What follows belongs to an exercise in optimizing a design on an open flow for small area; a production flow would make more cautious choices. Function was checked by simulation only, so behaviour that the tests miss may differ from the original. No activity file was given, so power comes from the tool's default toggle rates. The clock port is modelled as an ideal driver; clocking choices that lean on that would not hold on a real chip.

==> flow/design.v <==
module itcs_softled (
  input             clk,
  input             rst,
  input             cmd_valid,
  input      [7:0]  cmd_op,
  input      [7:0]  cmd_ch,
  input      [15:0] cmd_a,
  input             cmd_f0,
  output reg        rsp_valid,
  output reg        rsp_result,
  output reg        rsp_err,
  output            frame_start,
  output     [7:0]  led_out
);
  localparam [2:0] ST_NA  = 3'd0, ST_OFF = 3'd1, ST_ON  = 3'd2, ST_ACT = 3'd3,
                   ST_UPL = 3'd4, ST_UPC = 3'd5, ST_DNL = 3'd6, ST_DNC = 3'd7;
  localparam [2:0] PC_NONE = 3'd0, PC_ATT = 3'd1, PC_ON = 3'd2, PC_OFF = 3'd3,
                   PC_TOG = 3'd4, PC_WR = 3'd5, PC_RISE = 3'd6;
  localparam [2:0] E_IDLE = 3'd0, E_EDGE = 3'd1, E_MULA = 3'd2, E_DIVA = 3'd3,
                   E_MULB = 3'd4, E_DIVB = 3'd5;
  reg  [10:0] ph;
  wire        bnd     = (ph == 11'd1999);
  wire        ph_lo8  = (ph[10:3] == 8'd0);     
  wire        ph_last = (ph[10:3] == 8'd249);   
  wire [2:0]  hl      = ph[2:0];                
  assign frame_start = (ph == 11'd0);
  always @(posedge clk) begin
    if (rst || bnd) ph <= 11'd0;
    else            ph <= ph + 11'd1;
  end
  reg [2:0]  r_st   [0:7];
  reg [6:0]  r_v    [0:7];    
  reg [14:0] r_s    [0:7];    
  reg [14:0] r_m    [0:7];    
  reg [10:0] r_duty [0:7];    
  reg [10:0] r_od   [0:7];    
  wire [2:0]  h_st   = r_st[0];
  wire [6:0]  h_v    = r_v[0];
  wire [14:0] h_s    = r_s[0];
  wire [14:0] h_m    = r_m[0];
  wire [10:0] h_duty = r_duty[0];
  wire [10:0] h_od   = r_od[0];
  wire h_ramp  = h_st[2];
  wire h_up    = h_st[2] & ~h_st[1];
  wire h_curve = h_st[0];
  wire h_run   = h_st[2] | (h_st == ST_ACT);
  wire h_seton = (h_st == ST_ON) | (h_st == ST_ACT) | h_up;
  wire h_att   = (h_st != ST_NA);
  reg [2:0]  n_st;
  reg [6:0]  n_v;
  reg [14:0] n_s;
  reg [14:0] n_m;
  reg [10:0] n_duty;
  reg [10:0] n_od;
  integer k;
  always @(posedge clk) begin
    for (k = 0; k < 7; k = k + 1) begin
      r_st[k]   <= r_st[k+1];
      r_v[k]    <= r_v[k+1];
      r_s[k]    <= r_s[k+1];
      r_m[k]    <= r_m[k+1];
      r_duty[k] <= r_duty[k+1];
      r_od[k]   <= r_od[k+1];
    end
    r_st[7]   <= n_st;
    r_v[7]    <= n_v;
    r_s[7]    <= n_s;
    r_m[7]    <= n_m;
    r_duty[7] <= n_duty;
    r_od[7]   <= n_od;
    if (rst)
      for (k = 0; k < 8; k = k + 1) r_st[k] <= ST_NA;
  end
  reg  [2:0]  eng;
  reg         v2;       
  reg         f;        
  reg         c;        
  reg  [15:0] H;        
  reg  [14:0] L;        
  reg  [14:0] B;        
  reg  [2:0]  cur;      
  reg         fs;       
  reg  [2:0]  pc;       
  wire        at_cur   = (hl == cur);
  wire        sw       = at_cur & v2;      
  wire        cmd_here = (pc != PC_NONE) & at_cur;
  wire        e_mul  = (eng == E_MULA) | (eng == E_MULB);
  wire        e_div  = (eng == E_DIVA) | (eng == E_DIVB);
  wire        e_edge = (eng == E_EDGE);
  wire        sub    = e_div | (e_edge & sw);
  wire [15:0] add_b  = {sub | (e_edge & (L[0] ^ c)), B & {15{sub | (e_mul & L[0])}}};
  wire [16:0] add_s  = {1'b0, H} + {1'b0, add_b} + {16'd0, sub};
  wire        q_bit  = add_s[16] & ~(e_mul & sw);    
  wire [14:0] rem    = q_bit ? add_s[14:0] : H[14:0];
  wire [10:0] v20 = {n_v, 4'd0} + {2'd0, n_v, 2'd0};
  wire        op_att  = (cmd_op == 8'h20);
  wire        op_on   = (cmd_op == 8'h21);
  wire        op_off  = (cmd_op == 8'h22);
  wire        op_tog  = (cmd_op == 8'h23);
  wire        op_wr   = (cmd_op == 8'h24);
  wire        op_rise = (cmd_op == 8'h25);
  wire        op_nop  = (cmd_op == 8'h00);
  wire        op_led  = op_att | op_on | op_off | op_tog | op_wr | op_rise;
  wire        ch_ok   = (cmd_ch[7:3] == 5'd0);
  wire [6:0]  c_v     = (cmd_a > 16'd100) ? 7'd100 : cmd_a[6:0];
  wire [14:0] c_nm    = (cmd_a[15:1] == 15'd0) ? 15'd1 : cmd_a[15:1];
  wire [2:0]  c_pc    = op_att ? PC_ATT : op_on ? PC_ON : op_off ? PC_OFF :
                        op_tog ? PC_TOG : op_wr ? PC_WR : PC_RISE;
  wire [6:0]  b_v     = B[6:0];
  wire        b_f0    = B[14];
  wire        want_on = (pc == PC_ON)  ? 1'b1 :
                        (pc == PC_OFF) ? 1'b0 :
                        (pc == PC_TOG) ? ~h_seton :
                                         (b_v != 7'd0);
  wire        is_sw   = (pc == PC_ON) | (pc == PC_OFF) | (pc == PC_TOG) | (pc == PC_WR);
  wire        edge_end = e_edge & sw;
  wire        settle   = f ? (add_s[16] | c) : (h_s[14:1] == 14'd0);
  reg         d_wr;     
  reg  [10:0] d_x;      
  wire [10:0] d_cl = (d_x < 11'd20) ? 11'd20 : (d_x > 11'd1980) ? 11'd1980 : d_x;
  always @(*) begin
    n_st   = h_st;
    n_v    = h_v;
    n_s    = h_s;
    n_m    = h_m;
    n_od   = h_od;
    d_wr   = 1'b0;
    d_x    = 11'd0;
    if (ph_lo8)
      n_od = h_run ? (h_duty - {8'd0, hl} - 11'd1) : (h_st == ST_ON) ? 11'd2047 : 11'd0;
    if (cmd_here) begin
      if (pc == PC_ATT) begin
        if (!h_att) begin
          n_st  = ST_OFF;
          n_od  = b_f0 ? 11'd2047 : 11'd0;    
          n_v   = 7'd100;
          n_s   = 15'd0;
          n_m   = 15'd25;
        end
      end else if (is_sw && h_att) begin
        if (pc == PC_WR && b_v != 7'd0)
          n_v = b_v;
        if (want_on != h_seton) begin
          n_st = want_on ? (b_f0 ? ST_UPC : ST_UPL) : (b_f0 ? ST_DNC : ST_DNL);
          if (!h_run) begin
            d_wr = 1'b1;
            d_x  = (h_st == ST_ON) ? v20 : 11'd0;
          end
        end else if (pc == PC_WR && b_v != 7'd0 &&
                     (h_st == ST_ON || h_st == ST_ACT)) begin
          if (b_v == 7'd100) n_st = ST_ON;
          else               n_st = ST_ACT;
        end
      end
    end
    if (edge_end) begin
      if (settle) begin
        if (f) begin
          n_s = h_m;
          if (h_v == 7'd100) n_st = ST_ON;
          else               n_st = ST_ACT;
        end else begin
          n_s  = 15'd0;
          n_st = ST_OFF;
        end
      end else
        n_s = L;
    end
    if (n_st == ST_ACT) begin
      d_wr = 1'b1;
      d_x  = v20;
    end
    if (sw && eng == E_MULB && f) n_m = B;            
    if (sw && eng == E_DIVB) begin
      if (f) n_s = L;                                 
      else begin                                      
        d_wr = 1'b1;
        d_x  = L[10:0];
      end
    end
    n_duty = d_wr ? d_cl : h_duty;
  end
  wire job_rise = cmd_here & (pc == PC_RISE) & h_att;
  wire job_edge = fs & at_cur & h_ramp;
  always @(posedge clk) begin
    if (rst) begin
      eng       <= E_IDLE;
      pc        <= PC_NONE;
      rsp_valid <= 1'b0;
      fs        <= 1'b0;
    end else begin
      if (ph == 11'd7)                                  fs <= 1'b1;
      if (eng == E_IDLE && !job_rise && fs && at_cur && !h_ramp && cur == 3'd7) fs <= 1'b0;
      if (eng == E_EDGE && sw && settle && cur == 3'd7)             fs <= 1'b0;
      if (eng == E_DIVB && sw && cur == 3'd7)                       fs <= 1'b0;
      rsp_valid <= cmd_here | (cmd_valid & ~(op_led & ch_ok));
      if (cmd_valid && op_led && ch_ok) pc <= c_pc;
      if (cmd_here)                     pc <= PC_NONE;
      case (eng)
        E_IDLE:         if (job_rise) eng <= E_MULB;
                        else if (job_edge) eng <= E_EDGE;
        E_EDGE:         if (sw) eng <= settle ? E_IDLE : h_curve ? E_MULA : E_MULB;
        E_MULA:         if (sw) eng <= E_DIVA;
        E_MULB:         if (sw) eng <= E_DIVB;
        E_DIVA:         if (sw) eng <= E_MULB;
        default:        if (sw) eng <= E_IDLE;
      endcase
    end
  end
  always @(posedge clk) begin
    rsp_result <= cmd_here & (pc == PC_ATT) & ~h_att;
    rsp_err    <= cmd_valid & ~op_nop & ~op_led;
    if (cmd_valid && op_led && ch_ok) begin
      cur <= cmd_ch[2:0];
      B   <= op_rise ? c_nm : {cmd_f0, 7'd0, c_v};
    end
    if (ph == 11'd7) cur <= 3'd0;
    if (at_cur) v2 <= ~v2 & (eng != E_IDLE);
    case (eng)
      E_IDLE: begin
        H <= 16'd0;
        L <= n_s;
        c <= 1'b1;
        if (job_rise)
          f <= 1'b1;
        else if (fs && at_cur) begin
          if (h_ramp) begin
            f <= h_up;
            B <= ~h_m;
          end else
            cur <= cur + 3'd1;
        end
      end
      E_EDGE: begin
        if (sw) begin
          H <= 16'd0;
          L <= n_s;
          f <= 1'b0;
          if (settle)
            cur <= cur + 3'd1;
          else
            B <= h_curve ? n_s : v20;
        end else begin
          H <= {1'b0, add_s[15:1]};
          L <= {L[0] ^ c, L[14:1]};
          c <= c & ~(L[0] ^ f);
        end
      end
      E_MULA, E_MULB: begin
        if (sw) begin
          B <= ~h_m;
          H <= {rem, L[14]};
          L <= {L[13:0], 1'b0};
        end else begin
          H <= {1'b0, add_s[15:1]};
          L <= {add_s[0], L[14:1]};
        end
      end
      default: begin  
        if (sw) begin
          H <= 16'd0;
          if (eng == E_DIVA)
            B <= v20;
          else
            cur <= cur + 3'd1;
        end else begin
          H <= {rem, L[14]};
          L <= {L[13:0], q_bit};
        end
      end
    endcase
  end
  reg  [7:0] pin;
  reg  [2:0] lf [0:7];
  assign led_out = pin;
  wire        h_high = h_att & (h_st != ST_OFF);
  wire        h_top  = &h_od[10:6];
  wire        ev_tr  = (h_od[10:3] == ph[10:3]);               
  wire [2:0]  ev_d   = ph_last ? ~hl : h_od[2:0];              
  wire        sched  = ~ph_lo8 & (ph_last ? (h_high ^ h_top) : ev_tr);
  wire        fire_now = sched & (ev_d == 3'd0);
  reg  [2:0]  ev_x;
  always @(*) begin
    case (ev_d)
      3'd1: ev_x = 3'd1;
      3'd2: ev_x = 3'd4;
      3'd3: ev_x = 3'd6;
      3'd4: ev_x = 3'd7;
      3'd5: ev_x = 3'd3;
      3'd6: ev_x = 3'd5;
      3'd7: ev_x = 3'd2;
      default: ev_x = 3'd0;
    endcase
    if (!sched) ev_x = 3'd0;
  end
  genvar g;
  generate
    for (g = 0; g < 8; g = g + 1) begin : gen_pin
      wire vis  = (hl == g);
      wire fire = vis ? fire_now : (~ph_lo8 & (lf[g] == 3'd1));
      always @(posedge clk) begin
        if (rst)       pin[g] <= 1'b0;
        else if (fire) pin[g] <= ~pin[g];
        lf[g] <= vis ? ev_x : {lf[g][1:0], lf[g][2] ^ lf[g][1]};
      end
    end
  endgenerate
endmodule
==> flow/flow/run.sh <==
#!/bin/bash
export CTS_ARGS="-sink_clustering_enable -repair_clock_nets -dont_use_dummy_load -sink_clustering_size 26 -sink_clustering_max_diameter 100 -buf_list sky130_fd_sc_hd__clkbuf_16"
export BUFFER_PORTS_ARGS="-buffer_cell sky130_fd_sc_hd__buf_1"
bash standard.sh > standard.log 2>&1
==> flow/standard.sh <==
#!/bin/bash
# synth_recipe.tcl (not shown) runs the flow's synth.tcl, then flattens the netlist and writes it again
# the make line also repeats each setting of config.mk as NAME=value (left out here)
make -C /OpenROAD-flow-scripts/flow DESIGN_CONFIG=/design/flow/config.mk WORK_HOME=/design/flow/orfs CLKGATE_MAP_FILE= SYNTH_SCRIPT=/design/flow/synth_recipe.tcl "${@:-finish}"
==> flow/config.mk <==
export PLATFORM = sky130hd
export DESIGN_NAME = itcs_softled
export DESIGN_NICKNAME = itcs_softled
export VERILOG_FILES = /design/flow/design.v
export SDC_FILE = /design/flow/constraint.sdc
export NUM_CORES = 4
export LEC_CHECK = 0
export CAP_MARGIN = 20
export CORE_MARGIN = 2
export CORE_UTILIZATION = 60
export PLACE_DENSITY = 0.75
export SLEW_MARGIN = 20
==> flow/constraint.sdc <==
create_clock -name core_clock -period 30.0 [get_ports {clk}]
set_input_delay 6.0000 -clock core_clock [delete_from_list [all_inputs] [get_ports {clk}]]
set_output_delay 6.0000 -clock core_clock [all_outputs]
set_load 0.01 [all_outputs]
==> results of run 1 <==
[Yosys cell counts (5+ instances only)]
library cell,count
o22ai_1,19
a211oi_1,14
o31ai_1,7
ha_1,32
xnor2_1,19
a2bb2oi_1,5
or3_1,7
a22oi_1,32
dfxtp_1,583
nor2_1,119
nand2_1,155
nor4_1,15
nor2b_1,44
xor2_1,47
nor4b_1,6
and2_1,5
a31oi_1,14
a21oi_1,88
nor3_1,29
inv_1,42
a21o_1,11
and3_1,19
a22o_1,9
a222oi_1,6
o211ai_1,22
o221ai_1,13
edfxtp_1,18
a21boi_0,5
nand3_1,41
buf_2,6
mux2i_1,22
nand2b_1,8
o21a_1,5
clkbuf_1,46
o21ai_0,82
[area by class of cell]
| class | instances | area (µm²) | share of cell area (%) |
|---|---|---|---|
| flip-flops and latches | 601 | 12200 | 61.3 |
| well taps | 396 | 495 | 2.49 |
| multi-input cells | 979 | 6130 | 30.7 |
| inverters | 43 | 161 | 0.810 |
| diodes | 1 | 2.50 | 0.0126 |
| repair buffers | 58 | 260 | 1.31 |
| clock buffers | 27 | 676 | 3.39 |
[cell families after synthesis]
| family | Yosys count | share of synthesized area (%) |
|---|---|---|
| AOI/OAI and AO/OA | 369 | 13.1 |
| xor gates and xnor gates | 66 | 3.08 |
| adders and majority gates | 37 | 2.61 |
| buffers and inverters | 107 | 2.45 |
| DFF | 601 | 65.0 |
| muxes | 23 | 1.23 |
| and+or+nand+nor | 484 | 12.6 |
[power breakdown]
group / leakage, nW / switching [W] / internal, W / total (W)
Clock: 0.333 / 0.000224 / 0.000161 / 0.000385
Sequential: 4.91 / 0.0000224 / 0.000822 / 0.000844
Combinational: 2.85 / 0.0000408 / 0.0000304 / 0.0000712
[registers in the layout, summed over array words and instances, names as in the netlist, 8 cells and up]
register and cells:
r_duty 88, pin 8, r_st 24, B 15, r_od 88, r_v 56
L 15, H 16, lf 24, ph 11, r_s 120, r_m 120
[path summary, 6_finish.rpt]
check,from,depth (start not counted),end,slack [ps]
worst max-delay path,cmd_op[3],10,B[7]$_DFF_P_,21590
worst min-delay path,r_m[4][13]$_DFF_P_,0,r_m[3][13]$_DFF_P_,290
worst max register to register,ph[2]$_SDFF_PP0_,20,B[6]$_DFF_P_,22820
worst min register to register,r_m[4][13]$_DFF_P_,0,r_m[3][13]$_DFF_P_,290
[worst reg2reg max path: cells and delay by family, from the launching register on]
| kind | cells | cell delay, ps |
|---|---|---|
| and+or+nand+nor | 5 | 1260 |
| adders and majority gates | 2 | 930 |
| xor gates and xnor gates | 1 | 180 |
| AOI/OAI and AO/OA | 10 | 3710 |
| DFF | 1 | 560 |
| buffers and inverters | 2 | 520 |
[metrics by stage]
step                      worst slack (ps)  util (%)  cell area (µm²)  cells
after floorplan                      21830         -            18800   1687
after global placement               21080      62.6            19200   2077
after detailed placement             21020      62.6            19200   2077
after CTS                            21640      64.8            19900   2104
after global routing                 21140      64.8            19900   2104
final                                21590      64.8            19900   2105
[per-layer routing]
metal | vias to the layer above | routed length [µm] | track usage, %
li1 | 5890 | - | -
met1 | 5864 | 17600 | 32.5
met2 | 465 | 19600 | 42.2
met3 | 135 | 2560 | 3.67
met4 | 2 | 2350 | 12.9
met5 | - | 13 | 0
==> impl_metrics.ini, run 1 <==
[clocking]
cts_tree = done
htree_levels = 1
cts_sinks = 601
clockBufferDepth = 3
clkTransAtPathRegs_ps = 90
clock_latency_ps = 580
ctsHoldBuffers = 0
postCtsResizedCells = 0
cts-buffers-inserted = 27
root_buffer = clkbuf_16
postCtsSetupBuffers = 0

[hold_path]
hold_class = reg -> reg

[drt]
ant_nets = 0
drc = 0
vias = 12400
wl_per_cell_um = 20.0
vias_per_cell = 5.87
wl_um = 42100
initialDrtViolationCount = 1160
drtPass1Iterations = 6

[synth]
seq_area_frac_synth_pct = 65.0
synth.distinct_cells = 90
synth_nets = 1759
synth.avg_cell_area_um2 = 11.1
async_flop_share_pct = 0
netlist_area_mm2 = 0.0188
synth_top_area_share_pct = 62.1
synth_seq_cells = 601
ys.flop_type = dfxtp_1
synthTopCellsByArea = dfxtp_1, nand2_1, edfxtp_1
yosysWarnings = 8
yosys.area.top_type = dfxtp_1
synth-edff-count = 18
syn_inst = 1687

[power_and_ir_drop]
ir_worst_vdd_uv = 59.1
finalPower_w = 0.00130
pwr_density_cell_mw_per_mm2 = 65.2
p_leak_nw = 8.10

[finish]
drive_gt1_share_pct = 4.16
syn2layout_area_growth_pct = 6.09
layout_commonest_cell = dfxtp_1
final_cell_mix = dfxtp_1, nand2_1, nor2_1, a21oi_1, o21ai_0
fillers = 2442
nets = 1782

[run]
cap_violations = 0

[grt]
grt_pass1_wl_um = 65300
track_usage_pct = 25.4
grt_max_degree = 40
grt_overflow = 0
antenna_found_initial = 3
first_global_vias = 12000

[setup_path]
worstPathCellList = buf_1 -> nor4_1 -> nand2_1 -> a2111oi_0 -> nand2_1 -> a21oi_1 -> nor2_1 -> a21oi_1 -> o221ai_1 -> o21bai_1
critical_path.top_delay_family = simple AND/OR/NAND/NOR gates
crit_arrival_ps = 8860
start_kind = input pin
worstPathRequired_ps = 30450
path_buf_inv = 1
max_stage_delay_ps = 710
end_kind = flop
crit_slowest_cell = nand2_1
critPathMaxFanout = 29
critPathKind = in -> reg

[floorplanning]
die_x_um = 181
die_area_mm2 = 0.0327
core_mm2 = 0.0307
fp-row-count = 64
ios = 48
start_util_pct = 61.1
fp.dieH_um = 181

[placement]
place.gp.congestion = 0.954
portBuffers = 47
dpl.hpwl_um = 29500

[timing]
fin_skew_ps = 42.9
worstMarginPinSlew_ps = 1120
hold_violations = 0
setup_viol = 0
rsz0062_at_grt = false
fin_setup_tns_ps = 0
slew_viol_final = 0
max_freq_ghz = 0.119
whs_ps = 292
period_share_pct = 28.0
period_needed_ps = 8410
max-slew-margin-rel_pct = 25.0

[status]
status = no timing/DRC/antenna violations
==> inputs of run 2 (changes only) <==
--- a/flow/config.mk
+++ b/flow/config.mk
@@ -8,5 +8,4 @@
 export CAP_MARGIN = 20
 export CORE_MARGIN = 2
 export CORE_UTILIZATION = 60
-export PLACE_DENSITY = 0.75
 export SLEW_MARGIN = 20
==> run 2 against run 1 <==
Still clean; count of clock-buffer cells in the layout stayed put; synthesized cell count is the same; register-to-register slack better by 290 ps; clock skew decreased by 2.8 ps; utilization down 0.053 points; die area stayed put; first-iteration DRC count fell by 21%; worst hold slack better by 2.4 ps; sequential share of layout area grew 0.050 points.
==> impl_metrics.ini, run 2 <==
[status]
status = no timing/DRC/antenna violations

[synth]
ys.flop_type = dfxtp_1
synth_xor_area_share_pct = 3.08
synth-edff-count = 18
synth.avg_cell_area_um2 = 11.1
synth_top_area_share_pct = 62.1
synth.distinct_cells = 90
synth_seq_cells = 601
syn_inst = 1687
yosysWarnings = 8
synthMuxAreaShare_pct = 1.23
synth_top_family_by_area = compound AO/OA/AOI/OAI gates
synthTopCellsByCount = dfxtp_1, nand2_1, nor2_1
synth_fa_ha_area_share_pct = 2.61
netlist_area_mm2 = 0.0188
seq_area_frac_synth_pct = 65.0
yosysMostFrequentCell = dfxtp_1
synth_nets = 1759
synth_simple_gate_area_share_pct = 12.6
yosys.area.top_type = dfxtp_1
synth_compound_area_share_pct = 13.1
synthTopCellsByArea = dfxtp_1, nand2_1, edfxtp_1
async_flop_share_pct = 0

[setup_path]
crit_top_cell = nand2_1
worstPathCellList = buf_1 -> nor4_1 -> nand2_1 -> a2111oi_0 -> nand2_1 -> a211oi_1 -> a21o_1 -> nand2b_1 -> a21boi_0 -> o221ai_1
worstPathRequired_ps = 30460
path_buf_inv = 1
end_kind = flop
crit_arrival_ps = 8900
max_stage_delay_ps = 710
crit_slowest_cell = nand2_1
critical_path.top_delay_family = simple AND/OR/NAND/NOR gates
critPathMaxFanout = 29
critPathKind = in -> reg
startpoint = cmd_op[3]
rr_startpoint = ph[2]$_SDFF_PP0_
start_kind = input pin

[timing]
max-slew-margin-rel_pct = 23.2
slew_viol_final = 0
period_share_pct = 28.1
fin_setup_tns_ps = 0
rsz0062_at_grt = false
max_freq_ghz = 0.118
timing.final.ws_setup_ps = 21560
worstMarginPinSlew_ps = 1140
fin_skew_ps = 40.0
hold_violations = 0
period_needed_ps = 8440
setup_viol = 0

[finish]
final_cell_mix = dfxtp_1, nand2_1, nor2_1, a21oi_1, o21ai_0
fin_util_pct = 64.8
syn2layout_area_growth_pct = 6.00
fin_cells = 2103
reg.largest.list = r_m x120, r_s x120
diodes = 0
nets = 1781
layout_commonest_cell = dfxtp_1
drive_gt1_share_pct = 4.04

[clocking]
clockBufferDepth = 3
cts_sinks = 601
postCtsResizedCells = 0
clock_latency_ps = 570
ctsHoldBuffers = 0
cts-buffers-inserted = 27
cts_tree = done
postCtsSetupBuffers = 0
clkTransAtPathRegs_ps = 90
root_buffer = clkbuf_16
htree_levels = 1

[drt]
wl_um = 42100
vias = 12300
initialDrtViolationCount = 920
drc = 0
drtPass1Iterations = 6
wl_per_cell_um = 20.0
ant_nets = 0
vias_per_cell = 5.86

[power_and_ir_drop]
internal_power_w = 0.00101
p_leak_nw = 8.09
swShare_pct = 21.8
clkPwrFrac_pct = 29.4
ir_worst_vdd_uv = 64.0
finalPower_w = 0.00130
seqPwrFrac_pct = 65.2
pwr_density_cell_mw_per_mm2 = 65.0
combPwrFrac_pct = 5.4
switching_power_w = 0.000283

[floorplanning]
fp-row-count = 64
die_area_mm2 = 0.0327
start_util_pct = 61.1
fp.dieH_um = 181
die_x_um = 181
ios = 48
core_mm2 = 0.0307

[grt]
first_global_vias = 11700
grt_max_degree = 40
antenna_found_initial = 0
grt_pass1_wl_um = 64600
grt_overflow = 0
track_usage_pct = 25.2

[placement]
portBuffers = 47
dpl.hpwl_um = 29800
place.gp.congestion = 0.962
place_ws_ps = 21020
placed_cells_incl_taps = 2076

[run]
cap_violations = 0

[hold_path]
min-delay-start = r_m[5][14]$_DFF_P_
hold_class = reg -> reg
run 2: cell counts after synthesis:
No cell type changed its count.
run 2: area by class of cell:
class	count	area, µm²
sequential	601	12200
fill	2484	10800
multi-input combinational	979	6120
clock buffer	27	676
tap	396	495
timing repair buffer	57	253
inverter	43	161
run 2: per-layer routing:
layer  track usage [%]  vias up  part of all wire, %
met3              3.87      162                  5.4
met5                 0        -                    0
met2              41.9      433                   46
li1                  -     5882                    -
met1              31.5     5843                   42
met4              14.0        0                  6.2
run 2: power groups by stage:
stage,clock [W],sequential (W),combinational [W]
2_1_floorplan,0,0.000853,0.0000546
3_3_place_gp,0,0.000862,0.0000658
3_5_place_dp,0,0.000863,0.0000685
4_1_cts,0.000394,0.000844,0.0000688
5_1_grt,0.000418,0.000847,0.0000782
6_report,0.000381,0.000845,0.0000693
run 2: cells by family (layout without fill, tap and decap cells):
group / count (synthesis) / count (layout)
adders and majority gates: 37 / 37
and+or+nand+nor: 484 / 484
buffers and inverters: 107 / 127
xor gates and xnor gates: 66 / 66
DFF: 601 / 601
AOI/OAI and AO/OA: 369 / 369
muxes: 23 / 23
run 2: worst paths after layout:
path	cells after the start	slack, ps	end
max	10	21560	B[0]$_DFF_P_
min	0	290	r_m[4][14]$_DFF_P_
min reg2reg	0	290	r_m[4][14]$_DFF_P_
max reg2reg	21	23110	B[2]$_DFF_P_
run 2: metrics by stage:
| step | instance area, µm² | hold slack [ps] |
|---|---|---|
| floorplan | 18800 | 310 |
| global placement | 19200 | 310 |
| detailed placement | 19200 | 312 |
| CTS | 19900 | 295 |
| global route | 19900 | 295 |
| finish | 19900 | 294 |
==> inputs of run 3 (changes only) <==
==> flow/flow/run.sh (replaced) <==
#!/bin/bash
export CTS_ARGS="-sink_clustering_enable -repair_clock_nets -dont_use_dummy_load -sink_clustering_size 28 -sink_clustering_max_diameter 60 -buf_list sky130_fd_sc_hd__clkbuf_16"
export BUFFER_PORTS_ARGS="-buffer_cell sky130_fd_sc_hd__buf_1"
bash standard.sh > standard.log 2>&1
==> run 3 against run 2 <==
Still clean on timing, DRC and antenna; synthesized cell count stayed put; first-iteration DRC count is 18% higher; design area is 1.0% higher; global-route usage is 0.37 points higher; non-clock buffer count stayed put; critical path depth stayed put; routed wire length is 0.77% higher; die area stayed put; cell count is 0.38% higher; combinational power hardly changed; critical path type unchanged; largest cell class unchanged.
==> impl_metrics.ini, run 3 <==
[status]
status = no timing/DRC/antenna violations

[finish]
syn2layout_area_growth_pct = 7.07
fillers = 2451
drive_gt1_share_pct = 4.49
reg.largest.list = r_m x120, r_s x120
final_cell_mix = dfxtp_1, nand2_1, nor2_1, a21oi_1, o21ai_0
nets = 1789
layout_commonest_cell = dfxtp_1
diodes = 0

[clocking]
cts-buffers-inserted = 35
clkTransAtPathRegs_ps = 100
cts_tree = done
root_buffer = clkbuf_16
clock_latency_ps = 540
htree_levels = 2
postCtsSetupBuffers = 0
cts_sinks = 601
ctsHoldBuffers = 0
clockBufferDepth = 3
postCtsResizedCells = 0

[setup_path]
crit_arrival_ps = 8930
start_kind = input pin
critPathMaxFanout = 29
worstPathRequired_ps = 30410
end_kind = flop
critPathKind = in -> reg

[floorplanning]
die_area_mm2 = 0.0327
die_x_um = 181
start_util_pct = 61.1
fp-row-count = 64
core_mm2 = 0.0307
fp.dieH_um = 181
ios = 48

[power_and_ir_drop]
finalPower_w = 0.00135
p_leak_nw = 8.19
pwr_density_cell_mw_per_mm2 = 67.3
ir_worst_vdd_uv = 49.4

[drt]
initialDrtViolationCount = 1082
drtPass1Iterations = 6
wl_per_cell_um = 20.1
vias_per_cell = 5.88
wl_um = 42400
ant_nets = 0
vias = 12400
drc = 0

[synth]
yosys.area.top_type = dfxtp_1
synth.avg_cell_area_um2 = 11.1
synth_top_area_share_pct = 62.1
seq_area_frac_synth_pct = 65.0
synth_nets = 1759
synthTopCellsByArea = dfxtp_1, nand2_1, edfxtp_1
yosysMostFrequentCell = dfxtp_1
netlist_area_mm2 = 0.0188
synthTopCellsByCount = dfxtp_1, nand2_1, nor2_1
synth-edff-count = 18
ys.flop_type = dfxtp_1
synth_seq_cells = 601
yosysWarnings = 8
synth.distinct_cells = 90
syn_inst = 1687
async_flop_share_pct = 0

[grt]
track_usage_pct = 25.5
first_global_vias = 11800
grt_max_degree = 40
antenna_found_initial = 0
grt_pass1_wl_um = 65200
grt_overflow = 0

[placement]
dpl.hpwl_um = 29800
portBuffers = 47
place.gp.congestion = 0.962

[timing]
max_freq_ghz = 0.117
period_needed_ps = 8520
fin_skew_ps = 46.1
slew_viol_final = 0
setup_viol = 0
fin_setup_tns_ps = 0
max-slew-margin-rel_pct = 23.9
rsz0062_at_grt = false
worstMarginPinSlew_ps = 1130
hold_violations = 0
period_share_pct = 28.4

[hold_path]
hold_class = reg -> reg

[run]
cap_violations = 0
==> run 3: changes by cell type in the layout (fill, tap and decap cells not counted) <==
cell       delta
clkbuf_16     +8
==> run 3: layout make-up <==
type	instances	area [µm²]	area share, %
clock buffers	35	876	4.35
repair buffers	57	253	1.26
flip-flops and latches	601	12200	60.7
well taps	396	495	2.46
inverters	43	161	0.802
multi-input cells	979	6120	30.4
==> run 3: metrics by stage <==
| step | setup WS [ps] | instances | util [%] | area, µm² | hold slack, ps |
|---|---|---|---|---|---|
| floorplan | 21830 | 1687 | - | 18800 | 310 |
| global placement | 21120 | 2076 | 62.6 | 19200 | 310 |
| detailed placement | 21020 | 2076 | 62.6 | 19200 | 312 |
| CTS | 21520 | 2111 | 65.4 | 20100 | 301 |
| global route | 20790 | 2111 | 65.4 | 20100 | 301 |
| finish | 21480 | 2111 | 65.4 | 20100 | 297 |
==> run 3: path summary, 6_finish.rpt <==
| path | start | to | slack [ps] | depth (start not counted) |
|---|---|---|---|---|
| worst min-delay path | r_m[2][14]$_DFF_P_ | r_m[1][14]$_DFF_P_ | 300 | 0 |
| worst min register to register | r_m[2][14]$_DFF_P_ | r_m[1][14]$_DFF_P_ | 300 | 0 |
| worst max-delay path | cmd_op[3] | B[0]$_DFF_P_ | 21480 | 10 |
| worst max register to register | ph[2]$_SDFF_PP0_ | B[6]$_DFF_P_ | 23230 | 21 |
==> run 3: logic make-up (layout without fill, tap and decap cells) <==
logic type,count (synthesis),in the layout,synth area share [%]
XOR/XNOR,66,66,3.08
multiplexers,23,23,1.23
AND/OR/NAND/NOR,484,484,12.6
flip-flops,601,601,65.0
AO/OA/AOI/OAI,369,369,13.1
adder cells (fa/ha/maj),37,37,2.61
buffers and inverters,107,135,2.45
==> run 3: routing by layer <==
| metal | GRT usage (%) | routed length (µm) |
|---|---|---|
| met1 | 32.4 | 18000 |
| met2 | 42.3 | 19500 |
| met3 | 3.85 | 2510 |
| met4 | 13.9 | 2410 |
| met5 | 0 | 0 |
==> run 3: critical path, cell delays in order <==
cell,delay (ps)
buf_1,70
nor4_1,420
nand2_1,200
a2111oi_0,550
nand2_1,730
a211oi_1,430
a21o_1,130
nand2b_1,90
a21boi_0,90
o221ai_1,210
==> run 3: report_power, final <==
group	internal, W	total, W	switching, W
Sequential	0.000822	0.000845	0.0000233
Combinational	0.0000299	0.0000693	0.0000394
Clock	0.000208	0.000439	0.000231
==> inputs of run 4 (changes only) <==
--- a/flow/design.v
+++ b/flow/design.v
@@ -72,7 +72,6 @@
       for (k = 0; k < 8; k = k + 1) r_st[k] <= ST_NA;
   end
   reg  [2:0]  eng;
-  reg         v2;       
   reg         f;        
   reg         c;        
   reg  [15:0] H;        
@@ -82,8 +81,8 @@
   reg         fs;       
   reg  [2:0]  pc;       
   wire        at_cur   = (hl == cur);
-  wire        sw       = at_cur & v2;      
-  wire        cmd_here = (pc != PC_NONE) & at_cur;
+  wire        sw       = at_cur & ~ph[3];
+  wire        cmd_here = (pc != PC_NONE) & sw;
   wire        e_mul  = (eng == E_MULA) | (eng == E_MULB);
   wire        e_div  = (eng == E_DIVA) | (eng == E_DIVB);
   wire        e_edge = (eng == E_EDGE);
@@ -104,8 +103,7 @@
   wire        ch_ok   = (cmd_ch[7:3] == 5'd0);
   wire [6:0]  c_v     = (cmd_a > 16'd100) ? 7'd100 : cmd_a[6:0];
   wire [14:0] c_nm    = (cmd_a[15:1] == 15'd0) ? 15'd1 : cmd_a[15:1];
-  wire [2:0]  c_pc    = op_att ? PC_ATT : op_on ? PC_ON : op_off ? PC_OFF :
-                        op_tog ? PC_TOG : op_wr ? PC_WR : PC_RISE;
+  wire [2:0]  c_pc    = cmd_op[2:0] + 3'd1;     
   wire [6:0]  b_v     = B[6:0];
   wire        b_f0    = B[14];
   wire        want_on = (pc == PC_ON)  ? 1'b1 :
@@ -181,18 +179,13 @@
     n_duty = d_wr ? d_cl : h_duty;
   end
   wire job_rise = cmd_here & (pc == PC_RISE) & h_att;
-  wire job_edge = fs & at_cur & h_ramp;
+  wire job_edge = fs & sw & h_ramp;
   always @(posedge clk) begin
     if (rst) begin
       eng       <= E_IDLE;
       pc        <= PC_NONE;
       rsp_valid <= 1'b0;
-      fs        <= 1'b0;
     end else begin
-      if (ph == 11'd7)                                  fs <= 1'b1;
-      if (eng == E_IDLE && !job_rise && fs && at_cur && !h_ramp && cur == 3'd7) fs <= 1'b0;
-      if (eng == E_EDGE && sw && settle && cur == 3'd7)             fs <= 1'b0;
-      if (eng == E_DIVB && sw && cur == 3'd7)                       fs <= 1'b0;
       rsp_valid <= cmd_here | (cmd_valid & ~(op_led & ch_ok));
       if (cmd_valid && op_led && ch_ok) pc <= c_pc;
       if (cmd_here)                     pc <= PC_NONE;
@@ -214,8 +207,10 @@
       cur <= cmd_ch[2:0];
       B   <= op_rise ? c_nm : {cmd_f0, 7'd0, c_v};
     end
-    if (ph == 11'd7) cur <= 3'd0;
-    if (at_cur) v2 <= ~v2 & (eng != E_IDLE);
+    if (ph == 11'd7) begin
+      fs  <= 1'b1;
+      cur <= 3'd0;
+    end
     case (eng)
       E_IDLE: begin
         H <= 16'd0;
@@ -223,12 +218,14 @@
         c <= 1'b1;
         if (job_rise)
           f <= 1'b1;
-        else if (fs && at_cur) begin
+        else if (fs && sw) begin
           if (h_ramp) begin
             f <= h_up;
             B <= ~h_m;
-          end else
+          end else begin
             cur <= cur + 3'd1;
+            if (cur == 3'd7) fs <= 1'b0;
+          end
         end
       end
       E_EDGE: begin
@@ -236,9 +233,10 @@
           H <= 16'd0;
           L <= n_s;
           f <= 1'b0;
-          if (settle)
+          if (settle) begin
             cur <= cur + 3'd1;
-          else
+            if (cur == 3'd7) fs <= 1'b0;
+          end else
             B <= h_curve ? n_s : v20;
         end else begin
           H <= {1'b0, add_s[15:1]};
@@ -261,8 +259,10 @@
           H <= 16'd0;
           if (eng == E_DIVA)
             B <= v20;
-          else
+          else begin
             cur <= cur + 3'd1;
+            if (cur == 3'd7) fs <= 1'b0;
+          end
         end else begin
           H <= {rem, L[14]};
           L <= {L[13:0], q_bit};
==> flow/flow/run.sh (replaced) <==
#!/bin/bash
export CTS_ARGS="-sink_clustering_enable -repair_clock_nets -dont_use_dummy_load -sink_clustering_size 32 -sink_clustering_max_diameter 100 -buf_list sky130_fd_sc_hd__clkbuf_16"
export BUFFER_PORTS_ARGS="-buffer_cell sky130_fd_sc_hd__buf_1"
bash standard.sh > standard.log 2>&1
--- a/flow/config.mk
+++ b/flow/config.mk
@@ -8,4 +8,5 @@
 export CAP_MARGIN = 20
 export CORE_MARGIN = 2
 export CORE_UTILIZATION = 60
+export PLACE_DENSITY = 0.75
 export SLEW_MARGIN = 20
==> run 4 against run 3 <==
Combinational power grew 11%; highest routed layer unchanged; sequential share of layout area grew 1.7 points; routed wire length shrank 8.3%; utilization shrank 1.2 points; critical path type unchanged; still clean on timing, DRC and antenna; count of clock-buffer cells in the layout shrank 13.
==> impl_metrics.ini, run 4 <==
[drt]
drtPass1Iterations = 5
wl_per_cell_um = 18.9
vias_per_cell = 5.75
initialDrtViolationCount = 1142
drc = 0
wl_um = 38900
ant_nets = 0
vias = 11800

[finish]
drive_gt1_share_pct = 3.01
diodes = 0
fillers = 2414
reg.largest.list = r_m x120, r_s x120
final_cell_mix = dfxtp_1, nand2_1, nor2_1, o21ai_0, a21oi_1
layout_commonest_cell = dfxtp_1
design_area_mm2 = 0.0195
syn2layout_area_growth_pct = 5.86
nets = 1738

[clocking]
root_buffer = clkbuf_16
clock_latency_ps = 570
ctsHoldBuffers = 0
clkTransAtPathRegs_ps = 130
postCtsSetupBuffers = 0
cts_tree = done
cts-buffers-inserted = 22
htree_levels = 1
clockBufferDepth = 3
cts_sinks = 600
postCtsResizedCells = 0

[grt]
track_usage_pct = 24.3
grt_max_degree = 39
grt_overflow = 0
antenna_found_initial = 0
grt_pass1_wl_um = 60500
first_global_vias = 11200

[hold_path]
hold_class = reg -> reg

[timing]
fin_setup_tns_ps = 0
period_share_pct = 28.0
rsz0062_at_grt = false
period_needed_ps = 8410
hold_violations = 0
fin_skew_ps = 26.7
slew_viol_final = 0
setup_viol = 0
max_freq_ghz = 0.119
worstMarginPinSlew_ps = 1160
max-slew-margin-rel_pct = 22.6

[run]
cap_violations = 0

[floorplanning]
die_area_mm2 = 0.0322
fp-row-count = 64
core_mm2 = 0.0304
ios = 48
start_util_pct = 60.6
die_x_um = 179
fp.dieH_um = 179

[synth]
synthMuxAreaShare_pct = 1.38
synth_compound_area_share_pct = 12.7
synthTopCellsByCount = dfxtp_1, nand2_1, nor2_1
synthTopCellsByArea = dfxtp_1, nand2_1, o21ai_0
synth_xor_area_share_pct = 3.18
yosysWarnings = 8
yosys.area.top_type = dfxtp_1
synth_fa_ha_area_share_pct = 2.87
synth_top_area_share_pct = 63.2
synth_seq_cells = 600
synth.avg_cell_area_um2 = 11.3
ys.flop_type = dfxtp_1
yosysMostFrequentCell = dfxtp_1
netlist_area_mm2 = 0.0185
synth.distinct_cells = 76
async_flop_share_pct = 0
seq_area_frac_synth_pct = 66.0
synth-edff-count = 17
synth_top_family_by_area = compound AO/OA/AOI/OAI gates
synth_nets = 1715
syn_inst = 1639
synth_simple_gate_area_share_pct = 11.8

[setup_path]
critPathMaxFanout = 27
critPathCapture = B[11]$_DFF_P_
r2r_cells = 18
end_kind = flop
r2r_end = B[9]$_DFF_P_
critPathKind = in -> reg
start_kind = input pin
startpoint = cmd_op[0]
crit_arrival_ps = 8850
rrSetupSlack_ps = 23790
worstPathRequired_ps = 30440
rr_startpoint = ph[2]$_SDFF_PP0_

[status]
status = no timing/DRC/antenna violations

[power_and_ir_drop]
pwr_density_cell_mw_per_mm2 = 66.3
finalPower_w = 0.00130
p_leak_nw = 7.89
ir_worst_vdd_uv = 49.1

[placement]
place.gp.congestion = 0.927
dpl.hpwl_um = 27700
dpl_cell_area_mm2 = 0.0190
portBuffers = 47
==> run 4: cell types whose count changed in the layout (fill, tap and decap cells not counted), moves of 9 or more <==
cell / delta
a21oi_1: -21
a22o_1: +16
and2_1: +13
clkbuf_16: -13
nand2_1: -14
nand3_1: -11
nor2b_1: -15
nor3_1: -9
o211ai_1: -14
o21ai_0: +21
o22ai_1: -13
xnor2_1: +12
xor2_1: -11
==> run 4: area by class of cell <==
type	count	area (µm²)	area share (%)
clock buffer	22	551	2.82
multi-input combinational	939	5900	30.2
timing repair buffer	56	245	1.26
inverter	43	161	0.826
sequential	600	12200	62.4
tap	396	495	2.54
==> run 4: logic make-up (layout without fill, tap and decap cells) <==
kind of cell | Yosys count | count (layout)
xor+xnor | 67 | 67
fa+ha+maj | 40 | 40
buf+inv | 100 | 121
simple gates | 451 | 451
mux | 25 | 25
compound gates | 356 | 356
flops | 600 | 600
==> run 4: metal layers <==
layer | up-vias | wire (µm) | part of all wire [%] | global-route usage, %
met5 | - | 0 | 0 | 0
met4 | 0 | 1680 | 4.3 | 10.2
met3 | 112 | 2520 | 6.5 | 3.33
met2 | 448 | 17800 | 46 | 40.7
met1 | 5562 | 16900 | 43 | 31.9
li1 | 5704 | - | - | -
==> run 4: worst max-delay path, stage by stage <==
cell	delay (ps)
buf_1	200
ha_1	230
nor2_1	50
o21bai_1	120
a21oi_1	90
nor4_1	540
nand2_1	720
a21oi_1	480
o22ai_1	150
a21oi_1	160
o221ai_1	120
==> run 4: worst min-delay path by stage <==
| stage | depth (start not counted) | from | end | slack [ps] |
|---|---|---|---|---|
| global placement | 0 | r_duty[2][1]$_DFF_P_ | r_duty[1][1]$_DFF_P_ | 310 |
| CTS | 0 | r_m[3][5]$_DFF_P_ | r_m[2][5]$_DFF_P_ | 330 |
| floorplan | 0 | r_duty[1][0]$_DFF_P_ | r_duty[0][0]$_DFF_P_ | 310 |
| finish | 0 | r_m[3][5]$_DFF_P_ | r_m[2][5]$_DFF_P_ | 310 |
| detailed placement | 0 | r_m[7][4]$_DFF_P_ | r_m[6][4]$_DFF_P_ | 310 |
| global route | 0 | r_od[4][3]$_DFF_P_ | r_od[3][3]$_DFF_P_ | 330 |
==> run 4: metrics by stage <==
stage	setup WS, ps	hold slack, ps	cells	utilization [%]
floorplan	22220	310	1639	-
global placement	21110	310	2034	62.4
detailed placement	20970	312	2034	62.4
CTS	21540	328	2056	64.2
global route	21270	331	2056	64.2
finish	21590	314	2056	64.2
==> run 4: where the power goes <==
part | internal, W | leakage [nW] | switching, W | total (W)
Combinational | 0.0000326 | 2.71 | 0.0000444 | 0.0000770
Sequential | 0.000828 | 4.91 | 0.0000388 | 0.000867
Clock | 0.000133 | 0.271 | 0.000218 | 0.000351
Total | 0.000994 | 7.89 | 0.000301 | 0.00130
==> inputs of run 5 (changes only) <==
==> flow/flow/run.sh (replaced) <==
#!/bin/bash
export CTS_ARGS="-sink_clustering_enable -repair_clock_nets -dont_use_dummy_load -sink_clustering_size 30 -sink_clustering_max_diameter 100 -buf_list sky130_fd_sc_hd__clkbuf_16"
export BUFFER_PORTS_ARGS="-buffer_cell sky130_fd_sc_hd__buf_1"
bash standard.sh > standard.log 2>&1
==> run 5 against run 4 <==
Global-route usage increased by 0.38 points; register-to-register slack worse by 60 ps; count of clock-buffer cells in the layout rose by 1; first-iteration DRC count shrank 7.0%; worst hold slack about the same; largest power group unchanged; synthesized cell count stayed put.
==> impl_metrics.ini, run 5 <==
[grt]
grt_overflow = 0
grt_max_degree = 39
track_usage_pct = 24.7
first_global_vias = 11300
grt_pass1_wl_um = 61400
antenna_found_initial = 0

[setup_path]
critPathKind = in -> reg
crit_arrival_ps = 8970
start_kind = input pin
worstPathRequired_ps = 30470
critPathMaxFanout = 27
end_kind = flop

[timing]
worstMarginPinSlew_ps = 1140
max_freq_ghz = 0.118
slew_viol_final = 0
hold_violations = 0
period_share_pct = 28.4
setup_viol = 0
rsz0062_at_grt = false
fin_skew_ps = 29.6
whs_ps = 314
max-slew-margin-rel_pct = 23.9
period_needed_ps = 8510
fin_setup_tns_ps = 0

[synth]
synthTopCellsByArea = dfxtp_1, nand2_1, o21ai_0
synth-edff-count = 17
synth_nets = 1715
yosys.area.top_type = dfxtp_1
netlist_area_mm2 = 0.0185
synth_seq_cells = 600
synth.distinct_cells = 76
synth.avg_cell_area_um2 = 11.3
yosysMostFrequentCell = dfxtp_1
synthTopCellsByCount = dfxtp_1, nand2_1, nor2_1
synth_top_area_share_pct = 63.2
async_flop_share_pct = 0
yosysWarnings = 8
syn_inst = 1639
ys.flop_type = dfxtp_1
seq_area_frac_synth_pct = 66.0

[floorplanning]
ios = 48
fp-row-count = 64
start_util_pct = 60.6
fp.dieH_um = 179
die_area_mm2 = 0.0322
core_mm2 = 0.0304
die_x_um = 179

[drt]
initialDrtViolationCount = 1062
vias_per_cell = 5.74
wl_um = 39300
drc = 0
ant_nets = 0
vias = 11800
wl_per_cell_um = 19.1
drtPass1Iterations = 5

[finish]
layout_commonest_cell = dfxtp_1
design_area_mm2 = 0.0196
nets = 1739
drive_gt1_share_pct = 3.07
reg.largest.list = r_m x120, r_s x120
diodes = 0
fillers = 2402
final_cell_mix = dfxtp_1, nand2_1, nor2_1, o21ai_0, a21oi_1
syn2layout_area_growth_pct = 6.00

[clocking]
postCtsResizedCells = 0
clkTransAtPathRegs_ps = 130
cts_sinks = 600
root_buffer = clkbuf_16
cts-buffers-inserted = 23
postCtsSetupBuffers = 0
clockBufferDepth = 3
htree_levels = 1
ctsHoldBuffers = 0
clock_latency_ps = 580
cts_tree = done

[placement]
dpl.hpwl_um = 27700
place.gp.congestion = 0.927
portBuffers = 47
dpl_cell_area_mm2 = 0.0190

[power_and_ir_drop]
finalPower_w = 0.00130
pwr_density_cell_mw_per_mm2 = 66.6
p_leak_nw = 7.91
ir_worst_vdd_uv = 61.0

[run]
cap_violations = 0

[hold_path]
hold_class = reg -> reg

[status]
status = no timing/DRC/antenna violations
-- run 5: cell types whose count changed in the layout (fill, tap and decap cells not counted) --
cell       delta
clkbuf_16     +1
-- run 5: path summary, 6_finish.rpt --
| kind | endpoint | depth (start not counted) | from | slack (ps) |
|---|---|---|---|---|
| worst min-delay path | r_s[0][13]$_DFF_P_ | 0 | r_s[1][13]$_DFF_P_ | 310 |
| worst min register to register | r_s[0][13]$_DFF_P_ | 0 | r_s[1][13]$_DFF_P_ | 310 |
| worst max-delay path | B[11]$_DFF_P_ | 11 | cmd_op[0] | 21490 |
| worst max register to register | B[9]$_DFF_P_ | 18 | ph[2]$_SDFF_PP0_ | 23730 |
-- run 5: per-stage QoR --
step           std cells  setup WS [ps]  utilization (%)
2_1_floorplan       1639          22220                -
3_3_place_gp        2034          21110             62.4
3_5_place_dp        2034          20970             62.4
4_1_cts             2057          21570             64.3
5_1_grt             2057          21290             64.3
6_report            2057          21490             64.3
-- run 5: power by group --
part | leakage (nW) | switching, W | internal [W]
combinational | 2.71 | 0.0000444 | 0.0000327
sequential | 4.91 | 0.0000381 | 0.000828
clock | 0.283 | 0.000220 | 0.000139
-- run 5: critical path, cell delays in order --
cell	delay (ps)
buf_1	190
ha_1	220
nor2_1	50
o21bai_1	120
a21oi_1	90
nor4_1	600
nand2_1	760
a21oi_1	490
o22ai_1	150
a21oi_1	160
o221ai_1	130
-- run 5: kinds of logic (layout without fill, tap and decap cells) --
logic type | after synthesis | after routing | share of synthesized area [%]
DFF | 600 | 600 | 66.0
and+or+nand+nor | 451 | 451 | 11.8
AOI/OAI and AO/OA | 356 | 356 | 12.7
buffers and inverters | 100 | 122 | 2.05
xor gates and xnor gates | 67 | 67 | 3.18
adders and majority gates | 40 | 40 | 2.87
muxes | 25 | 25 | 1.38
-- run 5: per-layer routing --
metal	vias to the layer above	wire (µm)	track usage (%)
met5	-	0	0
met4	0	1810	10.7
met3	111	2440	3.14
met2	413	17800	41.0
met1	5573	17200	32.6
li1	5719	-	-
-- run 5: cell type report --
type	count	area (µm²)	share of cell area, %
clock buffer	23	576	2.94
timing repair buffer	56	245	1.25
tap	396	495	2.53
multi-input combinational	939	5900	30.2
sequential	600	12200	62.3
inverter	43	161	0.825
==> inputs of run 6 (changes only) <==
--- a/flow/design.v
+++ b/flow/design.v
@@ -104,6 +104,14 @@
   wire [6:0]  c_v     = (cmd_a > 16'd100) ? 7'd100 : cmd_a[6:0];
   wire [14:0] c_nm    = (cmd_a[15:1] == 15'd0) ? 15'd1 : cmd_a[15:1];
   wire [2:0]  c_pc    = cmd_op[2:0] + 3'd1;     
+  wire [2:0]  c_st    = r_st[cmd_ch[2:0] - hl];
+  wire        c_att   = ch_ok & (c_st != ST_NA);
+  wire        c_seton = (c_st == ST_ON) | (c_st == ST_ACT) | (c_st[2] & ~c_st[1]);
+  wire        c_want  = op_on | (op_tog & ~c_seton) | (op_wr & (cmd_a != 16'd0));
+  wire        c_start = c_att & (op_on | op_off | op_tog | op_wr) & (c_want != c_seton) &
+                        ((c_st == ST_OFF) | (c_st == ST_ON));
+  wire        c_late  = c_start | (c_att & op_rise);
+  reg  [6:0]  rcnt;
   wire [6:0]  b_v     = B[6:0];
   wire        b_f0    = B[14];
   wire        want_on = (pc == PC_ON)  ? 1'b1 :
@@ -185,8 +193,12 @@
       eng       <= E_IDLE;
       pc        <= PC_NONE;
       rsp_valid <= 1'b0;
+      rcnt      <= 7'd0;
     end else begin
-      rsp_valid <= cmd_here | (cmd_valid & ~(op_led & ch_ok));
+      rsp_valid <= (cmd_valid & ~c_late) | (rcnt == 7'd1);
+      if (cmd_valid & c_late)  rcnt <= (c_start & cmd_f0) ? 7'd98 : 7'd82;
+      else if (rcnt == 7'd1)   rcnt <= 7'd0;
+      else                     rcnt <= {rcnt[5:0], rcnt[6] ^ rcnt[5]};
       if (cmd_valid && op_led && ch_ok) pc <= c_pc;
       if (cmd_here)                     pc <= PC_NONE;
       case (eng)
@@ -201,7 +213,7 @@
     end
   end
   always @(posedge clk) begin
-    rsp_result <= cmd_here & (pc == PC_ATT) & ~h_att;
+    rsp_result <= cmd_valid & op_att & ch_ok & (c_st == ST_NA);
     rsp_err    <= cmd_valid & ~op_nop & ~op_led;
     if (cmd_valid && op_led && ch_ok) begin
       cur <= cmd_ch[2:0];
==> run 6 against run 5 <==
Worst hold slack improved by 9.7 ps; synthesized cell count rose by 4.1%; sequential power rose by 1%; critical endpoint is now rcnt[5]$_SDFF_PP0_; clock skew rose by 5.4 ps; largest power group unchanged; design area rose by 3.4%; combinational power rose by 32%; count of clock-buffer cells in the layout rose by 1; global-route usage fell by 1.3 points; critical path type unchanged; via count rose by 3.6%.
==> impl_metrics.ini, run 6 <==
[status]
status = no timing/DRC/antenna violations

[power_and_ir_drop]
ir_worst_vdd_uv = 69.1
swShare_pct = 23.5
combPwrFrac_pct = 7.6
seqPwrFrac_pct = 65.2
clkPwrFrac_pct = 27.2
p_leak_nw = 8.07
finalPower_w = 0.00134
internal_power_w = 0.00103
switching_power_w = 0.000316
pwr_density_cell_mw_per_mm2 = 66.3

[finish]
diodes = 0
reg.largest.list = r_m x120, r_s x120
layout_commonest_cell = dfxtp_1
syn2layout_area_growth_pct = 5.47
design_area_mm2 = 0.0202
drive_gt1_share_pct = 3.83
fin_util_pct = 64.1
fin_cells = 2125
nets = 1803
final_cell_mix = dfxtp_1, nand2_1, nor2_1, o21ai_0, a21oi_1

[setup_path]
critPathMaxFanout = 9
critPathCapture = rcnt[5]$_SDFF_PP0_
end_kind = flop
startpoint = cmd_ch[0]
critPathKind = in -> reg
r2r_cells = 18
start_kind = input pin
rr_startpoint = ph[2]$_SDFF_PP0_
r2r_end = B[8]$_DFF_P_
crit_arrival_ps = 9190
rrSetupSlack_ps = 23890
worstPathRequired_ps = 30410

[synth]
synth_compound_area_share_pct = 13.2
ys.flop_type = dfxtp_1
synth.distinct_cells = 88
synth_top_family_by_area = compound AO/OA/AOI/OAI gates
synth_nets = 1785
synth_top_area_share_pct = 61.6
syn_inst = 1707
synth-edff-count = 17
synth_xor_area_share_pct = 3.26
synth.avg_cell_area_um2 = 11.2
seq_area_frac_synth_pct = 64.2
netlist_area_mm2 = 0.0192
yosysWarnings = 8
synth_seq_cells = 607
yosysMostFrequentCell = dfxtp_1
synthTopCellsByCount = dfxtp_1, nand2_1, nor2_1
yosys.area.top_type = dfxtp_1
async_flop_share_pct = 0
synth_fa_ha_area_share_pct = 2.94
synthTopCellsByArea = dfxtp_1, nand2_1, edfxtp_1
synth_simple_gate_area_share_pct = 11.9
synthMuxAreaShare_pct = 2.03

[timing]
slew_viol_final = 0
worstMarginPinSlew_ps = 1080
hold_violations = 0
max-slew-margin-rel_pct = 27.5
fin_skew_ps = 35.0
rsz0062_at_grt = false
fin_setup_tns_ps = 0
period_share_pct = 29.3
max_freq_ghz = 0.114
setup_viol = 0
period_needed_ps = 8780

[clocking]
root_buffer = clkbuf_16
clkTransAtPathRegs_ps = 110
cts_sinks = 607
ctsHoldBuffers = 0
clockBufferDepth = 3
postCtsResizedCells = 0
cts-buffers-inserted = 24
clock_latency_ps = 570
htree_levels = 1
cts_tree = done
postCtsSetupBuffers = 0

[drt]
wl_per_cell_um = 18.6
drc = 0
vias_per_cell = 5.76
initialDrtViolationCount = 1096
vias = 12200
ant_nets = 0
drtPass1Iterations = 6
wl_um = 39500

[floorplanning]
start_util_pct = 60.8
fp-row-count = 65
die_area_mm2 = 0.0334
fp.dieH_um = 183
die_x_um = 183
core_mm2 = 0.0316
ios = 48

[grt]
first_global_vias = 11700
grt_max_degree = 42
track_usage_pct = 23.4
grt_overflow = 0
antenna_found_initial = 0
grt_pass1_wl_um = 62200

[placement]
place.gp.congestion = 0.960
placed_cells_incl_taps = 2100
dpl.hpwl_um = 27800
dpl_cell_area_mm2 = 0.0196
portBuffers = 47

[hold_path]
holdPathStages = 0
hold_class = reg -> reg

[run]
cap_violations = 0
-- run 6: how the worst min path moves through the flow --
stage                         start                    to  slack, ps
3_3_place_gp      r_s[5][6]$_DFF_P_     r_s[4][6]$_DFF_P_        310
5_1_grt          r_s[4][14]$_DFF_P_    r_s[3][14]$_DFF_P_        330
2_1_floorplan  r_duty[1][0]$_DFF_P_  r_duty[0][0]$_DFF_P_        310
4_1_cts           r_s[7][0]$_DFF_P_     r_s[6][0]$_DFF_P_        330
6_report          r_s[1][5]$_DFF_P_     r_s[0][5]$_DFF_P_        320
3_5_place_dp   r_duty[2][3]$_DFF_P_  r_duty[1][3]$_DFF_P_        310
-- run 6: power by group through the flow --
stage / clock network, W / logic (W) / registers [W]
after floorplan: 0 / 0.0000736 / 0.000875
after global placement: 0 / 0.0000960 / 0.000891
after detailed placement: 0 / 0.000100 / 0.000892
after CTS: 0.000373 / 0.000100 / 0.000873
after global routing: 0.000402 / 0.000112 / 0.000877
final: 0.000364 / 0.000102 / 0.000875
-- run 6: layout make-up --
type / instances / area [µm²]
Sequential cell: 607 / 12300
Fill cell: 2462 / 11300
Multi-Input combinational cell: 991 / 6390
Clock buffer: 24 / 601
Tap cell: 402 / 503
Timing Repair Buffer: 54 / 230
Inverter: 47 / 176
-- run 6: worst max-delay path: stages --
cell	delay, ps
buf_1	80
inv_1	60
ha_1	130
inv_1	50
fa_1	370
xnor3_2	490
mux2i_1	180
o211ai_1	100
a221o_1	420
or3_4	410
a2111oi_4	360
nor2_2	100
nor3_4	240
nand2b_1	150
a21oi_1	60
-- run 6: cell families after synthesis --
family | after synthesis
AOI/OAI and AO/OA | 375
xor gates and xnor gates | 68
adders and majority gates | 42
buffers and inverters | 109
DFF | 607
muxes | 34
and+or+nand+nor | 472
-- run 6: routing by layer --
layer,vias to the layer above,part of all wire [%],track usage [%]
met5,-,0,0
met4,0,5.3,12.0
met3,114,5.3,2.48
met2,433,45,38.4
met1,5748,44,31.1
li1,5947,-,-
-- run 6: through the flow --
step           setup WS (ps)  hold WS (ps)
2_1_floorplan          21030           310
3_3_place_gp           20740           310
3_5_place_dp           20650           312
4_1_cts                21240           328
5_1_grt                21050           331
6_report               21220           324
==> inputs of run 7 (changes only) <==
--- a/flow/design.v
+++ b/flow/design.v
@@ -104,7 +104,8 @@
   wire [6:0]  c_v     = (cmd_a > 16'd100) ? 7'd100 : cmd_a[6:0];
   wire [14:0] c_nm    = (cmd_a[15:1] == 15'd0) ? 15'd1 : cmd_a[15:1];
   wire [2:0]  c_pc    = cmd_op[2:0] + 3'd1;     
-  wire [2:0]  c_st    = r_st[cmd_ch[2:0] - hl];
+  wire [2:0]  c_slot  = cmd_ch[2:0] - hl;         
+  wire [2:0]  c_st    = r_st[c_slot];
   wire        c_att   = ch_ok & (c_st != ST_NA);
   wire        c_seton = (c_st == ST_ON) | (c_st == ST_ACT) | (c_st[2] & ~c_st[1]);
   wire        c_want  = op_on | (op_tog & ~c_seton) | (op_wr & (cmd_a != 16'd0));
==> run 7 against run 6 <==
Largest power group unchanged; total power fell by 0.31%; area after synthesis increased by 0.31%; synthesized cell count rose by 0.76%; count of clock-buffer cells in the layout unchanged; critical path depth shrank 1; clock skew up 25 ps.
==> impl_metrics.ini, run 7 <==
[setup_path]
critPathMaxFanout = 8
worstPathCellList = buf_1 -> inv_1 -> ha_1 -> inv_1 -> fa_1 -> xnor3_2 -> mux4_2 -> mux2i_1 -> o221a_2 -> nor2b_1 -> mux2i_1 -> a211oi_4 -> nor2_1 -> and2_1
start_kind = input pin
max_stage_delay_ps = 530
r2r_end = L[1]$_DFFE_PP_
crit_arrival_ps = 9190
rr_startpoint = ph[2]$_SDFF_PP0_
rrSetupSlack_ps = 24100
startpoint = cmd_ch[0]
critPathCapture = rcnt[2]$_SDFF_PP0_
critPathKind = in -> reg
end_kind = flop
crit_slowest_cell = xnor3_2
r2r_cells = 17
worstPathRequired_ps = 30460

[timing]
fin_skew_ps = 59.8
worstMarginPinSlew_ps = 1060
whs_ps = 255
fin_setup_tns_ps = 0
rsz0062_at_grt = false
hold_violations = 0
period_share_pct = 29.1
setup_viol = 0
slew_viol_final = 0
max_freq_ghz = 0.115
period_needed_ps = 8730
max-slew-margin-rel_pct = 29.2

[grt]
grt_overflow = 0
grt_max_degree = 45
track_usage_pct = 23.8
first_global_vias = 11900
antenna_found_initial = 0
grt_pass1_wl_um = 63100

[hold_path]
hold_class = reg -> reg
min-delay-start = r_m[1][11]$_DFF_P_

[finish]
layout_commonest_cell = dfxtp_1
drive_gt1_share_pct = 3.29
final_cell_mix = dfxtp_1, nand2_1, nor2_1, o21ai_0, a21oi_1
nets = 1813
diodes = 0
reg.largest.list = r_m x120, r_s x120
syn2layout_area_growth_pct = 5.53

[clocking]
htree_levels = 1
clock_latency_ps = 560
ctsHoldBuffers = 0
clkTransAtPathRegs_ps = 110
postCtsSetupBuffers = 0
clockBufferDepth = 3
root_buffer = clkbuf_16
cts_tree = done
cts-buffers-inserted = 24
postCtsResizedCells = 0
cts_sinks = 607

[status]
status = no timing/DRC/antenna violations

[synth]
yosysMostFrequentCell = dfxtp_1
synth_top_area_share_pct = 61.4
synth_fa_ha_area_share_pct = 2.93
synthTopCellsByArea = dfxtp_1, nand2_1, edfxtp_1
seq_area_frac_synth_pct = 64.1
ys.flop_type = dfxtp_1
yosys.area.top_type = dfxtp_1
synth_simple_gate_area_share_pct = 12.0
synthMuxAreaShare_pct = 2.15
synth_nets = 1798
synth_xor_area_share_pct = 3.27
async_flop_share_pct = 0
synth.distinct_cells = 84
synth_compound_area_share_pct = 13.1
netlist_area_mm2 = 0.0192
synth-edff-count = 17
yosysWarnings = 8
synth.avg_cell_area_um2 = 11.2
synth_seq_cells = 607
syn_inst = 1720
synthTopCellsByCount = dfxtp_1, nand2_1, nor2_1
synth_top_family_by_area = compound AO/OA/AOI/OAI gates

[floorplanning]
ios = 48
start_util_pct = 61.0
core_mm2 = 0.0316
die_x_um = 183
die_area_mm2 = 0.0335
fp.dieH_um = 183
fp-row-count = 65

[drt]
initialDrtViolationCount = 934
vias_per_cell = 5.82
ant_nets = 0
drc = 0
drtPass1Iterations = 6
vias = 12400
wl_um = 40100
wl_per_cell_um = 18.8

[placement]
dpl.hpwl_um = 28400
portBuffers = 47
place.gp.congestion = 0.971

[run]
cap_violations = 0

[power_and_ir_drop]
p_leak_nw = 8.18
ir_worst_vdd_uv = 59.1
finalPower_w = 0.00134
pwr_density_cell_mw_per_mm2 = 65.9
run 7: cell count changes after synthesis, moves of 12 or more:
cell / delta
nor2_1: -19
a21oi_1: -15
nand2_1: +15
xor2_1: +14
a22o_1: -13
nor2b_1: -13
nand3_1: -12
run 7: area by class of cell:
class | instances | area (µm²)
fill | 2466 | 11300
sequential | 607 | 12300
timing repair buffer | 54 | 230
tap | 402 | 503
inverter | 55 | 206
clock buffer | 24 | 601
multi-input combinational | 993 | 6440
run 7: metrics by stage:
| step | cells | cell area (µm²) | util, % | setup slack [ps] |
|---|---|---|---|---|
| 3_3_place_gp | 2110 | 19700 | 62.4 | 20750 |
| 5_1_grt | 2135 | 20300 | 64.3 | 21080 |
| 3_5_place_dp | 2110 | 19700 | 62.4 | 20670 |
| 6_report | 2135 | 20300 | 64.3 | 21270 |
| 4_1_cts | 2134 | 20300 | 64.3 | 21260 |
| 2_1_floorplan | 1720 | 19200 | - | 21090 |
run 7: routing by layer:
layer / track usage (%) / up-vias / share of wire [%]
met2: 39.3 / 480 / 46
met5: 0 / - / 0
met4: 10.6 / 0 / 4.7
met1: 31.2 / 5816 / 43
met3: 3.38 / 121 / 7.0
li1: - / 6008 / -
run 7: cells by family after synthesis:
kind of cell	after synthesis
XOR/XNOR	70
adder cells (fa/ha/maj)	42
AO/OA/AOI/OAI	371
AND/OR/NAND/NOR	474
flip-flops	607
multiplexers	36
buffers and inverters	120
run 7: how the worst min path moves through the flow:
| stage | slack, ps | to | cells after the start |
|---|---|---|---|
| finish | 250 | r_m[0][11]$_DFF_P_ | 0 |
| global route | 260 | r_m[3][11]$_DFF_P_ | 0 |
| CTS | 260 | r_m[0][11]$_DFF_P_ | 0 |
| detailed placement | 310 | r_duty[0][3]$_DFF_P_ | 0 |
| global placement | 310 | r_s[2][10]$_DFF_P_ | 0 |
| floorplan | 310 | r_duty[0][0]$_DFF_P_ | 0 |
run 7: critical path: cells and delay by family:
family	cells	cell delay [ps]
multiplexers	3	920
AO/OA/AOI/OAI	2	610
adder cells (fa/ha/maj)	2	530
XOR/XNOR	1	530
AND/OR/NAND/NOR	3	420
buffers and inverters	3	180
run 7: power breakdown:
part           switching (W)  total [W]  internal [W]
combinational      0.0000551  0.0000963     0.0000412
clock               0.000222   0.000367      0.000144
sequential         0.0000364   0.000874      0.000838

## what the ideal ports hide
How much do the figures lean on ideal ports? The routed layouts below were timed once more, with nothing changed but the port constraints.
Step 1, drivers: a clkbuf_16 drives clk and a buf_2 each remaining input, both assumed.
Step 2, shift: input delay + t, output delay - t, t = (earliest + latest rising clock arrival at the registers) / 2. This alone moves slack from input paths to output paths.
Slacks: ideal ports / drivers / drivers and shift; pairs: ideal ports / drivers.
| run | t, ns | setup slack, ns | worst register clock-pin slew, ns | worst slew at a driven data input, ns |
|---|---|---|---|---|
| run 1 | 0.611 | 21.595 / 21.624 / 21.013 | 0.10 / 0.10 | 0.06 |
| run 2 | 0.603 | 21.556 / 21.590 / 20.987 | 0.11 / 0.11 | 0.04 |
| run 3 | 0.569 | 21.480 / 21.513 / 20.945 | 0.10 / 0.10 | 0.04 |
| run 4 | 0.601 | 21.587 / 21.570 / 20.969 | 0.13 / 0.13 | 0.07 |
| run 5 | 0.609 | 21.494 / 21.471 / 20.862 | 0.13 / 0.13 | 0.07 |
| run 6 | 0.597 | 21.219 / 21.222 / 20.624 | 0.11 / 0.11 | 0.06 |
| run 7 | 0.587 | 21.267 / 21.269 / 20.682 | 0.12 / 0.12 | 0.06 |
After both steps setup and hold are still met in every run listed. For run 5, which loses most, drivers alone change the setup slack by -0.023 ns; drivers and shift together by -0.632 ns.
